Source: an optimization exercise on an open RTL-to-GDS flow (aim: small area, a short achievable clock period and few clock cycles). Production flows keep margins and buffers that such runs may drop.
No activity file was given, so power comes from the tool's default toggle rates.

==> flow/design.v <==
module montctx32 (
    input  wire        clk,
    input  wire        rst,       
    input  wire        start,     
    input  wire [1:0]  variant,
    input  wire [31:0] n,
    output wire        ready,
    output reg         done,
    output wire [3:0]  status,
    output wire [31:0] ninv,
    output reg  [31:0] rmodn,
    output wire [31:0] r2modn
);
    localparam [1:0] S_IDLE  = 2'd0,
                     S_SETUP = 2'd1,
                     S_RUN   = 2'd2;
    reg [1:0]  state;
    reg        ready_q;
    reg [4:0]  cnt;
    reg [31:0] n_q;
    reg [33:0] n3_q;      
    reg [1:0]  v_q;
    reg [1:0]  st_q;      
    reg        st0_q;     
    reg [31:0] r_q;       
    reg [31:0] z_q;       
    reg [31:0] c_q;       
    reg        cin_q;     
    assign ready  = ready_q;
    assign status = {1'b0, st_q, st0_q};
    assign ninv   = z_q;
    assign r2modn = r_q;
    wire accept = start & ready_q;
    reg [31:0] maxmod;
    always @(*) begin
        case (v_q)
            2'd0: maxmod = 32'hFFFF_FFFF;
            2'd1: maxmod = 32'h7FFF_FFFF;
            2'd2: maxmod = 32'h3FFF_FFFF;
            default: maxmod = 32'h2AAA_AAA9;
        endcase
    end
    wire is_even  = ~n_q[0];
    wire is_one   = (n_q == 32'd1);
    wire is_range = (n_q > maxmod);
    wire bad      = is_even | is_one | is_range;
    wire [31:0] smear;
    genvar g;
    generate
        for (g = 0; g < 32; g = g + 1) begin : g_smear
            assign smear[g] = |n_q[31:g];
        end
    endgenerate
    wire [31:0] msb    = smear & ~{1'b0, smear[31:1]};
    wire [31:0] r_init = (msb | {1'b0, msb[31:1]}) & 32'h5555_5555;
    reg  [4:0]  half;                                
    integer k;
    always @(*) begin
        half = 5'd0;
        for (k = 1; k < 32; k = k + 2)
            if (n_q[k] | n_q[k-1]) half = (k - 1) >> 1;
    end
    wire [33:0] r4  = {r_q, 2'b00};
    wire [34:0] c1  = {1'b0, r4} - {3'b0, n_q};
    wire [34:0] c2  = {1'b0, r4} - {2'b0, n_q, 1'b0};
    wire [34:0] c3  = {1'b0, r4} - {1'b0, n3_q};
    wire [31:0] r_next = !c3[34] ? c3[31:0] :
                         !c2[34] ? c2[31:0] :
                         !c1[34] ? c1[31:0] : r4[31:0];
    wire [1:0]  t_lo = z_q[1:0] + c_q[1:0] + {1'b0, cin_q};
    wire        d0 = t_lo[0];
    wire        d1 = t_lo[1] ^ (t_lo[0] & n_q[1]);
    wire [31:0] dn = d1 ? (d0 ? n3_q[31:0] : {n_q[30:0], 1'b0})
                        : (d0 ? n_q : 32'd0);
    wire [31:0] fa_s = z_q ^ c_q ^ ~dn;
    wire [31:0] fa_c = (z_q & c_q) | (z_q & ~dn) | (c_q & ~dn);
    wire [32:0] cy   = {fa_c, cin_q};                 
    wire [2:0]  lo_sum = {1'b0, fa_s[1:0]} + {1'b0, cy[1:0]} + 3'd1;
    wire        cin_nx = lo_sum[2];
    wire [31:0] tmask;                   
    generate
        for (g = 0; g < 30; g = g + 1) begin : g_mask
            assign tmask[g] = ({cnt[3:0], 1'b0} <= 5'd29 - g);
        end
    endgenerate
    assign tmask[31:30] = 2'b00;
    wire [31:0] z_next = {d1, d0, (tmask[29:0] & fa_s[31:2]) | (~tmask[29:0] & z_q[31:2])};
    wire [31:0] c_next = {2'b00, tmask[29:0] & cy[31:2]};
    always @(posedge clk) begin
        done <= 1'b0;
        n3_q <= {2'b0, n_q} + {1'b0, n_q, 1'b0};
        case (state)
            S_SETUP: begin
                r_q   <= r_init;
                z_q   <= 32'd1;
                c_q   <= 32'd0;
                cin_q <= 1'b0;
                cnt   <= half;
                st_q  <= {bad, ~is_even & ~is_one & is_range};
                st0_q <= ~is_even & is_one;
                if (bad) begin
                    done  <= 1'b1;
                    state <= S_IDLE;
                end else begin
                    state <= S_RUN;
                end
            end
            S_RUN: begin
                r_q <= r_next;
                z_q   <= (cnt == 5'd15) ? 32'd1 : z_next;
                c_q   <= (cnt == 5'd15) ? 32'd0 : c_next;
                cin_q <= (cnt != 5'd15) & cin_nx;
                cnt <= cnt + 5'd1;
                if (cnt == 5'd16)
                    rmodn <= r_q;
                if (cnt == 5'd31) begin
                    done  <= 1'b1;
                    state <= accept ? S_SETUP : S_IDLE;
                end
            end
            default: begin
                r_q   <= r_next;
                z_q   <= z_next;
                c_q   <= c_next;
                cin_q <= cin_nx;
                if (accept)
                    state <= S_SETUP;
            end
        endcase
        if (accept) begin
            n_q <= n;
            v_q <= variant;
        end
        ready_q <= 1'b0;
        if ((state == S_IDLE & ~accept) | (state == S_SETUP & bad) |
            (state == S_RUN & cnt == 5'd31 & ~accept) |
            (state == S_RUN & cnt == 5'd30))
            ready_q <= 1'b1;
        if (rst) begin
            state   <= S_IDLE;
            done    <= 1'b0;
            ready_q <= 1'b1;
        end
    end
endmodule
clock: 5.0 ns
lec_check: 0
cap_margin: 20
core_margin: 2
core_utilization: 40
setup_slack_margin: 2.0
slew_margin: 20
run.sh (not shown) runs the stock make flow with config.mk's settings and CLKGATE_MAP_FILE= SYNTH_SCRIPT=/design/flow/synth_recipe.tcl, a recipe that flattens the netlist after the stock synthesis.
Then changed:
--- a/flow/design.v
+++ b/flow/design.v
@@ -22,12 +22,10 @@
     reg [1:0]  v_q;
     reg [1:0]  st_q;      
     reg        st0_q;     
     reg [31:0] r_q;       
     reg [31:0] z_q;       
-    reg [31:0] c_q;       
-    reg        cin_q;     
     assign ready  = ready_q;
     assign status = {1'b0, st_q, st0_q};
     assign ninv   = z_q;
     assign r2modn = r_q;
     wire accept = start & ready_q;
@@ -49,54 +47,50 @@
     generate
         for (g = 0; g < 32; g = g + 1) begin : g_smear
             assign smear[g] = |n_q[31:g];
         end
     endgenerate
-    wire [31:0] msb    = smear & ~{1'b0, smear[31:1]};
-    wire [31:0] r_init = (msb | {1'b0, msb[31:1]}) & 32'h5555_5555;
+    wire [31:0] msb = smear & ~{1'b0, smear[31:1]};   
+    wire l_even = |(msb & 32'hAAAA_AAAA);
+    wire [31:0] r_init = l_even ? ((~n_q + 32'd1) & smear) : msb;
     reg  [4:0]  half;                                
     integer k;
     always @(*) begin
         half = 5'd0;
         for (k = 1; k < 32; k = k + 2)
-            if (n_q[k] | n_q[k-1]) half = (k - 1) >> 1;
+            if (n_q[k]) half = (k + 1) >> 1;
+            else if (n_q[k-1]) half = (k - 1) >> 1;
     end
     wire [33:0] r4  = {r_q, 2'b00};
     wire [34:0] c1  = {1'b0, r4} - {3'b0, n_q};
     wire [34:0] c2  = {1'b0, r4} - {2'b0, n_q, 1'b0};
     wire [34:0] c3  = {1'b0, r4} - {1'b0, n3_q};
     wire [31:0] r_next = !c3[34] ? c3[31:0] :
                          !c2[34] ? c2[31:0] :
                          !c1[34] ? c1[31:0] : r4[31:0];
-    wire [1:0]  t_lo = z_q[1:0] + c_q[1:0] + {1'b0, cin_q};
-    wire        d0 = t_lo[0];
-    wire        d1 = t_lo[1] ^ (t_lo[0] & n_q[1]);
+    wire        d0 = z_q[0];
+    wire        d1 = z_q[1] ^ (z_q[0] & n_q[1]);
     wire [31:0] dn = d1 ? (d0 ? n3_q[31:0] : {n_q[30:0], 1'b0})
                         : (d0 ? n_q : 32'd0);
-    wire [31:0] fa_s = z_q ^ c_q ^ ~dn;
-    wire [31:0] fa_c = (z_q & c_q) | (z_q & ~dn) | (c_q & ~dn);
-    wire [32:0] cy   = {fa_c, cin_q};                 
-    wire [2:0]  lo_sum = {1'b0, fa_s[1:0]} + {1'b0, cy[1:0]} + 3'd1;
-    wire        cin_nx = lo_sum[2];
+    wire [31:0] z_sub = z_q - dn;
     wire [31:0] tmask;                   
     generate
         for (g = 0; g < 30; g = g + 1) begin : g_mask
             assign tmask[g] = ({cnt[3:0], 1'b0} <= 5'd29 - g);
         end
     endgenerate
     assign tmask[31:30] = 2'b00;
-    wire [31:0] z_next = {d1, d0, (tmask[29:0] & fa_s[31:2]) | (~tmask[29:0] & z_q[31:2])};
-    wire [31:0] c_next = {2'b00, tmask[29:0] & cy[31:2]};
+    wire [31:0] z_shr  = {d1, d0, z_q[31:2]};
+    wire [31:0] z_sshr = {d1, d0, z_sub[31:2]};
+    wire [31:0] z_next = (tmask & z_sshr) | (~tmask & z_shr);   
     always @(posedge clk) begin
         done <= 1'b0;
         n3_q <= {2'b0, n_q} + {1'b0, n_q, 1'b0};
         case (state)
             S_SETUP: begin
                 r_q   <= r_init;
                 z_q   <= 32'd1;
-                c_q   <= 32'd0;
-                cin_q <= 1'b0;
                 cnt   <= half;
                 st_q  <= {bad, ~is_even & ~is_one & is_range};
                 st0_q <= ~is_even & is_one;
                 if (bad) begin
                     done  <= 1'b1;
@@ -105,26 +99,22 @@
                     state <= S_RUN;
                 end
             end
             S_RUN: begin
                 r_q <= r_next;
-                z_q   <= (cnt == 5'd15) ? 32'd1 : z_next;
-                c_q   <= (cnt == 5'd15) ? 32'd0 : c_next;
-                cin_q <= (cnt != 5'd15) & cin_nx;
+                z_q <= (cnt == 5'd15) ? 32'd1 : z_next;
                 cnt <= cnt + 5'd1;
                 if (cnt == 5'd16)
                     rmodn <= r_q;
                 if (cnt == 5'd31) begin
                     done  <= 1'b1;
                     state <= accept ? S_SETUP : S_IDLE;
                 end
             end
             default: begin
-                r_q   <= r_next;
-                z_q   <= z_next;
-                c_q   <= c_next;
-                cin_q <= cin_nx;
+                r_q <= r_next;
+                z_q <= z_next;
                 if (accept)
                     state <= S_SETUP;
             end
         endcase
         if (accept) begin
=> Fmax goes down by about a fifth. Total power came out lower slightly. Worst hold slack got worse by 0.014 ns. Critical path depth rose by 3. Clock-buffer cell count went down by 21.
Function was not checked in any run of this note: the RTL went through the layout flow alone.

-- separate check: timing with driven ports --
The flow's constraints put no driver on any port. The routed layouts listed below were extracted and timed again, unchanged, in two steps.
Step 1, drivers: a clkbuf_16 drives clk and a buf_2 each remaining input, both assumed.
Step 2 adds t to the input delays and takes it off the output delays; t is the mean of the earliest and latest rising clock arrival at the registers after step 1. Input paths then give back, and output paths get back, about the clock's delay inside the block.
a / b / c = ideal / step 1 / step 2; a / b = the first two.
run	t, ns	setup WS [ns]	hold slack, ns	worst data-port slew with drivers (ns)	cell pins on the clock port's net
the first run	0.611	1.820 / 1.820 / 1.820	0.515 / 0.515 / 0.515	0.04	1
the second run	0.538	1.269 / 1.269 / 1.269	0.501 / 0.501 / 0.501	0.05	1
After both steps setup and hold are still met in every run listed.
